What follows belongs to an exercise in optimizing a design on an open flow for small area; a production flow would make more cautious choices. The RTL was checked by simulation tests, not by an equivalence proof against the original design.

--- flow/flow/post_grt.tcl ---
# After the power recovery (which downsizes gates off the critical paths),
# repair max slew and capacitance again with global-route parasitics.
log_cmd estimate_parasitics -global_routing
repair_design_helper
log_cmd global_route -start_incremental
log_cmd detailed_placement
log_cmd global_route -end_incremental -congestion_report_file $::env(REPORTS_DIR)/congestion_post_final_repair.rpt
log_cmd estimate_parasitics -global_routing
write_guides $::env(RESULTS_DIR)/route.guide
--- flow/standard.sh ---
#!/bin/bash
# synth_recipe.tcl (not shown) runs the flow's synth.tcl, then flattens the netlist and writes it again
# the make line also repeats each setting of config.mk as NAME=value (left out here)
make -C /OpenROAD-flow-scripts/flow DESIGN_CONFIG=/design/flow/config.mk WORK_HOME=/design/flow/orfs CLKGATE_MAP_FILE= SYNTH_SCRIPT=/design/flow/synth_recipe.tcl "${@:-finish}"
--- flow/constraint.sdc ---
create_clock -name core_clock -period 100.0 [get_ports {clk}]
set_input_delay 20.0000 -clock core_clock [delete_from_list [all_inputs] [get_ports {clk}]]
set_output_delay 20.0000 -clock core_clock [all_outputs]
set_load 0.01 [all_outputs]
--- flow/flow/run.sh ---
#!/bin/bash
# Own layout flow: the standard synthesis, then the combinational logic of
# its netlist is mapped again with an area-oriented ABC script (flip-flops
# are kept as they are, same cells and names), then the standard layout.
# Each tool's output goes to a log file of its own in this folder.
set -euo pipefail
HERE=$(pwd)
RES=$HERE/orfs/results/$FLOW_PLATFORM/noc_router/base
LIB=$FLOW_HOME/platforms/$FLOW_PLATFORM/lib/sky130_fd_sc_hd__tt_025C_1v80.lib

bash standard.sh synth > synth_standard.log 2>&1
cp $RES/1_2_yosys.v $HERE/netlist_standard.v

# flip-flop cell types stay black boxes: ABC only sees the logic between them
FFS=$(grep -o 'sky130_fd_sc_hd__[a-z]*df[a-z0-9_]*' $HERE/netlist_standard.v | sort -u | tr '\n' ' ')
DU=$(grep -o 'dont_use [^ ]*' $HERE/orfs/logs/$FLOW_PLATFORM/noc_router/base/1_2_yosys.log | sort -u | sed 's/^/-/' | tr '\n' ' ')

# one area-oriented ABC run per seed of its AIG optimisation; the smallest
# mapped netlist is kept
remap() {
  local S=$1
  sed "s/@SEED@/$S/" $HERE/flow/abc_area_deep.script > $HERE/abc_s$S.script
  cat > $HERE/reabc_s$S.ys <<YS
read_liberty -ignore_miss_func $LIB
read_verilog $HERE/netlist_standard.v
hierarchy -top $FLOW_TOP
blackbox $FFS
flatten
rename -hide w:*.*
opt_clean -purge
abc -liberty $LIB $DU -script $HERE/abc_s$S.script
read_liberty -lib -overwrite $LIB
opt_clean -purge
splitnets
opt_clean -purge
hilomap -singleton -hicell sky130_fd_sc_hd__conb_1 HI -locell sky130_fd_sc_hd__conb_1 LO
insbuf -buf sky130_fd_sc_hd__buf_1 A X
check -assert -mapped
tee -o $HERE/reabc_stat_s$S.txt stat -liberty $LIB
write_verilog -noattr -nohex -nodec $HERE/netlist_reabc_s$S.v
YS
  yosys -s $HERE/reabc_s$S.ys > $HERE/reabc_s$S.log 2>&1 || true
}
SEEDS="0 1 3 4 5 7 8 9"
set -- $SEEDS
while [ $# -gt 0 ]; do
  for k in 1 2 3 4; do
    [ $# -gt 0 ] || break
    remap $1 &
    shift
  done
  wait
done
best=""; bestarea=""
for S in $SEEDS; do
  [ -f $HERE/reabc_stat_s$S.txt ] && [ -f $HERE/netlist_reabc_s$S.v ] || continue
  a=$(grep "Chip area" $HERE/reabc_stat_s$S.txt | awk '{print $NF}')
  echo "seed $S area $a" >> $HERE/reabc_choice.txt
  if [ -z "$best" ] || awk "BEGIN{exit !($a < $bestarea)}"; then best=$S; bestarea=$a; fi
done
echo "chosen seed $best area $bestarea" >> $HERE/reabc_choice.txt
cp $HERE/netlist_reabc_s$best.v $RES/1_2_yosys.v
touch $RES/1_2_yosys.v

# the standard layout, with smaller port buffers (one buf_1 on every port)
# and a clock tree of smaller buffers without dummy loads
export BUFFER_PORTS_ARGS="-buffer_cell sky130_fd_sc_hd__buf_1"
export CTS_ARGS="-sink_clustering_enable -repair_clock_nets -dont_use_dummy_load -buf_list {sky130_fd_sc_hd__clkbuf_8} -sink_clustering_size 16 -sink_clustering_max_diameter 60"
export RECOVER_POWER=100
export POST_GLOBAL_ROUTE_TCL=$HERE/flow/post_grt.tcl
bash standard.sh > layout.log 2>&1
--- flow/design.v ---
module noc_router (
    input  wire         clk,
    input  wire         rst,              
    input  wire [7:0]   cfg_mesh_size,    
    input  wire [13:0]  cfg_cur_addr,     
    input  wire [3:0]   cfg_conn,         
    input  wire [7:0]   cfg_route,        
    input  wire [4:0]   in_valid,         
    input  wire [159:0] in_flit,          
    input  wire [3:0]   credit_in,        
    input  wire         end_req,          
    output reg  [4:0]   out_valid,        
    output reg  [31:0]  out_flit,         
    output reg  [4:0]   credit_out,       
    output reg  [15:0]  overflow_count,   
    output reg          halted
);
    localparam [2:0] DIR_L = 3'd4, IDLE = 3'd7;
    function [6:0] mod_m;
        input [13:0] a;
        input [7:0]  m;
        reg   [7:0]  p, d;
        reg   [6:0]  r;
        reg          b;
        integer      k, j, w;
        begin
            r = 7'd0;
            for (k = 13; k >= 0; k = k - 1) begin
                w = (14 - k < 8) ? 14 - k : 8;      
                p = {r, a[k]};
                b = 1'b0;
                for (j = 0; j < 8; j = j + 1) begin
                    if (j < w) begin
                        d[j] = p[j] ^ m[j] ^ b;
                        b = (~p[j] & m[j]) | (~p[j] & b) | (m[j] & b);
                    end else begin
                        d[j] = 1'b0;
                        b = b | m[j];
                    end
                end
                for (j = 0; j < 7; j = j + 1)
                    r[j] = (j < w) ? (b ? p[j] : d[j]) : 1'b0;
            end
            mod_m = r;
        end
    endfunction
    function lt15;
        input [14:0] a;
        input [14:0] b;
        integer      j;
        begin
            lt15 = 1'b0;
            for (j = 0; j < 15; j = j + 1)
                lt15 = (~a[j] & b[j]) | (~a[j] & lt15) | (b[j] & lt15);
        end
    endfunction
    function lt7;
        input [6:0] a;
        input [6:0] b;
        integer     j;
        begin
            lt7 = 1'b0;
            for (j = 0; j < 7; j = j + 1)
                lt7 = (~a[j] & b[j]) | (~a[j] & lt7) | (b[j] & lt7);
        end
    endfunction
    reg [31:0] slot [0:14];      
    reg [1:0]  rd    [0:4];      
    reg [1:0]  count [0:4];      
    reg [2:0]  req   [0:4];      
    reg [1:0]  credit [0:3];     
    reg [6:0]  cur_x;            
    reg        rst_q;            
    wire [13:0] row_lo  = cfg_cur_addr - {7'd0, cur_x};           
    wire [14:0] row_hi  = {1'b0, row_lo} + {7'd0, cfg_mesh_size};  
    wire pref_ne = cfg_route[0], pref_nw = cfg_route[1];
    wire pref_en = cfg_route[2], pref_es = cfg_route[3];
    wire pref_wn = cfg_route[4], pref_ws = cfg_route[5];
    wire pref_se = cfg_route[6], pref_sw = cfg_route[7];
    reg [4:0]  fd_oh [0:4];      
    reg [4:0]  is_header;
    reg [4:0]  is_tail;
    reg [31:0] front [0:4];
    wire [6:0] unit0_x;
    integer i;
    genvar g;
    generate
        for (g = 0; g < 5; g = g + 1) begin : route
            always @* begin
                case (rd[g])
                    2'd1:    front[g] = slot[3*g+1];
                    2'd2:    front[g] = slot[3*g+2];
                    default: front[g] = slot[3*g];
                endcase
            end
            wire [13:0] dest  = front[g][28:15];
            wire [6:0]  dst_x;
            if (g == 0) begin : shared
                assign dst_x   = mod_m(rst_q ? cfg_cur_addr : dest, cfg_mesh_size);
                assign unit0_x = dst_x;
            end else begin : plain
                assign dst_x   = mod_m(dest, cfg_mesh_size);
            end
            wire n = lt15({1'b0, dest}, {1'b0, row_lo});
            wire s = !lt15({1'b0, dest}, row_hi);
            wire e = lt7(cur_x, dst_x);
            wire w = lt7(dst_x, cur_x);
            wire go_n = (n && !e && !w) || (n && e && pref_ne) || (n && w && pref_nw);
            wire go_e = (e && !n && !s) || (e && n && pref_en) || (e && s && pref_es);
            wire go_w = (w && !n && !s) || (w && n && pref_wn) || (w && s && pref_ws);
            wire go_s = (s && !e && !w) || (s && e && pref_se) || (s && w && pref_sw);
            always @* begin
                is_header[g] = (front[g][31:29] == 3'b001);
                is_tail[g]   = (front[g][31:29] == 3'b100);
                fd_oh[g][0]  = go_n;
                fd_oh[g][1]  = !go_n && go_e;
                fd_oh[g][2]  = !go_n && !go_e && go_w;
                fd_oh[g][3]  = !go_n && !go_e && !go_w && go_s;
                fd_oh[g][4]  = !go_n && !go_e && !go_w && !go_s;
            end
        end
    endgenerate
    reg [4:0] req_oh [0:4];      
    reg [4:0] r_oh;
    reg [4:0] taken;             
    reg [4:0] okdir;             
    reg [4:0] sendable;          
    reg [4:0] req_set;           
    reg [4:0] req_clr;           
    reg [4:0] pop;
    reg       done;
    reg       ok;
    always @* begin
        for (i = 0; i < 5; i = i + 1) begin
            req_oh[i] = 5'd0;
            if (req[i] != IDLE) req_oh[i][req[i]] = 1'b1;
        end
        okdir    = {1'b1, cfg_conn};
        sendable = {1'b1, credit[3] != 2'd0, credit[2] != 2'd0,
                    credit[1] != 2'd0, credit[0] != 2'd0};
    end
    always @* begin
        taken      = req_oh[0] | req_oh[1] | req_oh[2] | req_oh[3] | req_oh[4];
        pop        = 5'd0;
        done       = 1'b0;
        out_valid  = 5'd0;
        credit_out = 5'd0;
        req_set    = 5'd0;
        req_clr    = 5'd0;
        if (!halted) begin
            for (i = 0; i < 5; i = i + 1) begin
                if (!done && count[i] != 2'd0) begin
                    r_oh = req_oh[i];
                    ok   = is_header[i] && req[i] == IDLE &&
                           (fd_oh[i] & okdir & ~taken) != 5'd0;
                    if (ok) begin
                        taken      = taken | fd_oh[i];
                        req_set[i] = 1'b1;
                        r_oh       = fd_oh[i];
                    end
                    if ((r_oh & sendable) != 5'd0) begin
                        done          = 1'b1;
                        pop[i]        = 1'b1;
                        out_valid     = r_oh;
                        credit_out[i] = 1'b1;
                        req_clr[i]    = is_tail[i];
                    end
                end
            end
        end
    end
    always @* begin
        out_flit = 32'd0;
        for (i = 0; i < 5; i = i + 1)
            if (pop[i]) out_flit = out_flit | front[i];
    end
    reg [4:0] full;
    reg [2:0] drops;
    reg [1:0] wp [0:4];
    reg [2:0] fd_enc [0:4];
    always @* begin
        drops = 3'd0;
        for (i = 0; i < 5; i = i + 1) begin
            full[i] = (count[i] == 2'd3) && !pop[i];
            if (in_valid[i] && full[i])
                drops = drops + 3'd1;
            case (count[i])
                2'd0:    wp[i] = rd[i];
                2'd1:    wp[i] = (rd[i] == 2'd2) ? 2'd0 : rd[i] + 2'd1;
                2'd2:    wp[i] = (rd[i] == 2'd0) ? 2'd2 : rd[i] - 2'd1;
                default: wp[i] = rd[i];
            endcase
            fd_enc[i] = {fd_oh[i][4], fd_oh[i][3] | fd_oh[i][2],
                         fd_oh[i][3] | fd_oh[i][1]};
        end
    end
    always @(posedge clk) begin
        if (rst) begin
            overflow_count <= 16'd0;
            halted         <= 1'b0;
            for (i = 0; i < 5; i = i + 1) begin
                count[i] <= 2'd0;
                rd[i]    <= 2'd0;
                req[i]   <= IDLE;
            end
            for (i = 0; i < 4; i = i + 1)
                credit[i] <= 2'd3;
        end else if (!halted) begin
            overflow_count <= overflow_count + {13'd0, drops};
            halted         <= end_req;
            for (i = 0; i < 4; i = i + 1) begin
                if (out_valid[i] && !credit_in[i])
                    credit[i] <= credit[i] - 2'd1;
                else if (!out_valid[i] && credit_in[i] && credit[i] != 2'd3)
                    credit[i] <= credit[i] + 2'd1;
            end
            for (i = 0; i < 5; i = i + 1) begin
                if (req_clr[i])
                    req[i] <= IDLE;
                else if (req_set[i])
                    req[i] <= fd_enc[i];
                if (pop[i])
                    rd[i] <= (rd[i] == 2'd2) ? 2'd0 : rd[i] + 2'd1;
                if (in_valid[i] && !full[i])
                    count[i] <= count[i] - {1'b0, pop[i]} + 2'd1;
                else
                    count[i] <= count[i] - {1'b0, pop[i]};
            end
        end
    end
    always @(posedge clk) begin
        rst_q <= rst;
        if (rst_q)
            cur_x <= unit0_x;
    end
    always @(posedge clk) begin
        if (!rst && !halted) begin
            for (i = 0; i < 5; i = i + 1) begin
                if (in_valid[i] && !full[i]) begin
                    case (wp[i])
                        2'd1:    slot[3*i+1] <= in_flit[32*i +: 32];
                        2'd2:    slot[3*i+2] <= in_flit[32*i +: 32];
                        default: slot[3*i]   <= in_flit[32*i +: 32];
                    endcase
                end
            end
        end
    end
endmodule
--- flow/flow/abc_area_deep.script ---
strash
&get -n
&st
&deepsyn -T 20 -S @SEED@
&dch -f
&nf -R 1000 -p -F 16 -A 16 -C 32
&put
topo
--- flow/config.mk ---
export PLATFORM = sky130hd
export DESIGN_NAME = noc_router
export DESIGN_NICKNAME = noc_router
export VERILOG_FILES = /design/flow/design.v
export SDC_FILE = /design/flow/constraint.sdc
export NUM_CORES = 4
export LEC_CHECK = 0
export CAP_MARGIN = 20
export CORE_MARGIN = 2
export CORE_UTILIZATION = 70
export GPL_TIMING_DRIVEN = 0
export PLACE_DENSITY = 0.8
export SLEW_MARGIN = 20
==> results_dict.tcl <==
set metrics [dict create \
    fin_area_sq_mm 0.03893 \
    finalSetupViolCount 0 \
    fillers 3480 \
    wirelength_mm 112.1 \
    placement.cell_area_sq_mm 0.03857 \
    worstPathRequired_ns 80.00 \
    row_count 82 \
    synth.avg_cell_area_sq_um 9.253 \
    final_layout_size_suffix_gt1_share_pct 4.975 \
    fin_setup_tns_ns 0 \
    slew_viol_final 0 \
    dr.pass1.iters 12 \
    antenna_found_initial 23 \
    place_hpwl_mm 82.83 \
    drcViolationCount 0 \
    die-height_um 228.5 \
    top_layer_used "met5" \
    cts_max_path_buffers 3 \
    min_period_over_period_pct 80.05 \
    met2_length_mm 52.34 \
    htreeDepth 2 \
    worst_setup_path_start_kind "input pin" \
    cts_sinks 548 \
    tritoncts "yes" \
    clk_root_buffer_cell "clkbuf_8" \
    path_common_cell "nor2_1" \
    num_vias 33388 \
    hold_ws_ns 0.4962 \
    utilization_pct 77.91 \
    max_cap_viol_count 0 \
    synth.cell_area_sq_mm 0.03529 \
    grt_max_degree 56 \
    ant_nets 0 \
    syn_inst 3814 \
    grt_pass1_vias 31165 \
    slew_headroom_pct 21.11 \
    grt_pass1_wl_mm 171.5 \
    place.gp.congestion 1.004 \
    core_sq_mm 0.04997 \
    ys_warn_count 11 \
    synth_nets 4020 \
    wl_met3_mm 12.27 \
    grt_overflow 0 \
    status "complete, no violations" \
    ios 265 \
    clk_pin_slew_ns 0.09 \
    cp_slowest_cell "nor2_1" \
    end_kind "primary output" \
    die_w_um 228.5 \
    hold_viol 0 \
    cts_hold_buf 0 \
    die_area_sq_mm 0.05223 \
    grt_usage_pct 42.05 \
    finClkSkew_ns 0.1278 \
    crit_path_max_incr_delay_ns 1.06 \
    cts_buffers 43 \
    drt-initial-drc-count 4744 \
    insertion_delay_ns 0.67 \
    reg2reg_slack_ns 60.45 \
    wl_per_cell_um 22.73 \
    regArea_sq_mm 0.01585 \
    ctsResizeCount 0 \
    viasPerCell 6.771 \
    critPathKind "in2out" \
    area_growth_pct 10.31 \
    io_buffers 264 \
    worst_pin_slew_ns 1.179 \
    cts_setup_buffers 0 \
    start_util_pct 70.63 \
    layout.nets 4449 \
    clock.fmax_mhz 12.49 \
    min_path_type "reg2reg" \
    fin_crit_ns 80.05 \
    critPathMaxFanout 33 \
    worstPathArrival_ns 60.05 \
    wl_met1_mm 39.84 \
    multi_input_area_sq_mm 0.01928 \
]
[sequential cells by signal, indices dropped and copies added, names as in the netlist]
register        count
count              10
credit              8
cur_x               7
halted              1
overflow_count     16
rd                 10
req                15
rst_q               1
slot              480
[cell type report]
class                           count  area share [%]
Antenna cell                       18          0.1157
Multi-Input combinational cell   3182           49.52
Sequential cell                   548           40.71
Tap cell                          672           2.160
Inverter                           80          0.7746
Buffer                              4         0.03857
Clock buffer                       43           1.520
Timing Repair Buffer              384           5.165
[per-layer routing]
layer  up-vias  GRT usage [%]
met3       424          8.408
met2      2066          68.85
met5         -              0
met1     15650          51.25
li1      15232              -
met4        16          26.45
[final timing paths]
check                          start                 end  cells after the start
setup / recovery    cfg_mesh_size[6]        out_flit[31]                    183
hold / removal    overflow_count[10]  overflow_count[10]                      1
setup reg to reg            rd[0][1]  overflow_count[15]                    189
hold reg to reg   overflow_count[10]  overflow_count[10]                      1
[placed cells by master (no fill, tap or decap), types with 47 or more instances in the layout]
cell type and instances:
edfxtp_1 487, nor2b_1 64, a21oi_1 272, nor2_1 506
nand3_1 91, clkinv_1 79, xnor2_1 257, nor3b_1 104
buf_1 259, o22ai_1 73, dfxtp_1 60, buf_2 63
a22oi_1 68, nand2_1 471, nand3b_1 53, a222oi_1 93
nand2b_1 56, xor2_1 163, o221ai_1 47, maj3_1 81
o21ai_0 256, nor3_1 82
[worst max-delay path, delay by kind of cell]
family / cells / cell delay [ns]
AOI/OAI and AO/OA: 67 / 16.88
xor gates and xnor gates: 12 / 2.78
and+or+nand+nor: 94 / 16.95
adders and majority gates: 5 / 1.48
buffers and inverters: 5 / 1.87
[through the flow]
step / instances / setup slack [ns]
2_1_floorplan: 3814 / 30.97
6_report: 4931 / 19.95
3_5_place_dp: 4858 / 22.05
4_1_cts: 4901 / 21.91
3_3_place_gp: 4750 / 13.40

==> static timing again, ports no longer ideal <==
How much do the figures lean on ideal ports? The routed layout below was timed once more, with nothing changed but the port constraints.
Step 1 sets driving cells, clkbuf_16 on the clock port and buf_2 on the other inputs (assumed; they add their load-dependent delay and slew).
Step 2, shift: input delay + t, output delay - t, t = (earliest + latest rising clock arrival at the registers) / 2. This alone moves slack from input paths to output paths.
Slacks: ideal ports / drivers / drivers and shift; pairs: ideal ports / drivers.
shift t [ns]: 0.661
slack for setup (ns): 19.953 / 19.932 / 19.932
worst setup path at the end: input to output
worst register clock-pin slew, ns: 0.11 / 0.11
After both steps setup and hold are still met in this run. For this run, drivers alone change the setup slack by -0.021 ns; drivers and shift together by -0.021 ns.
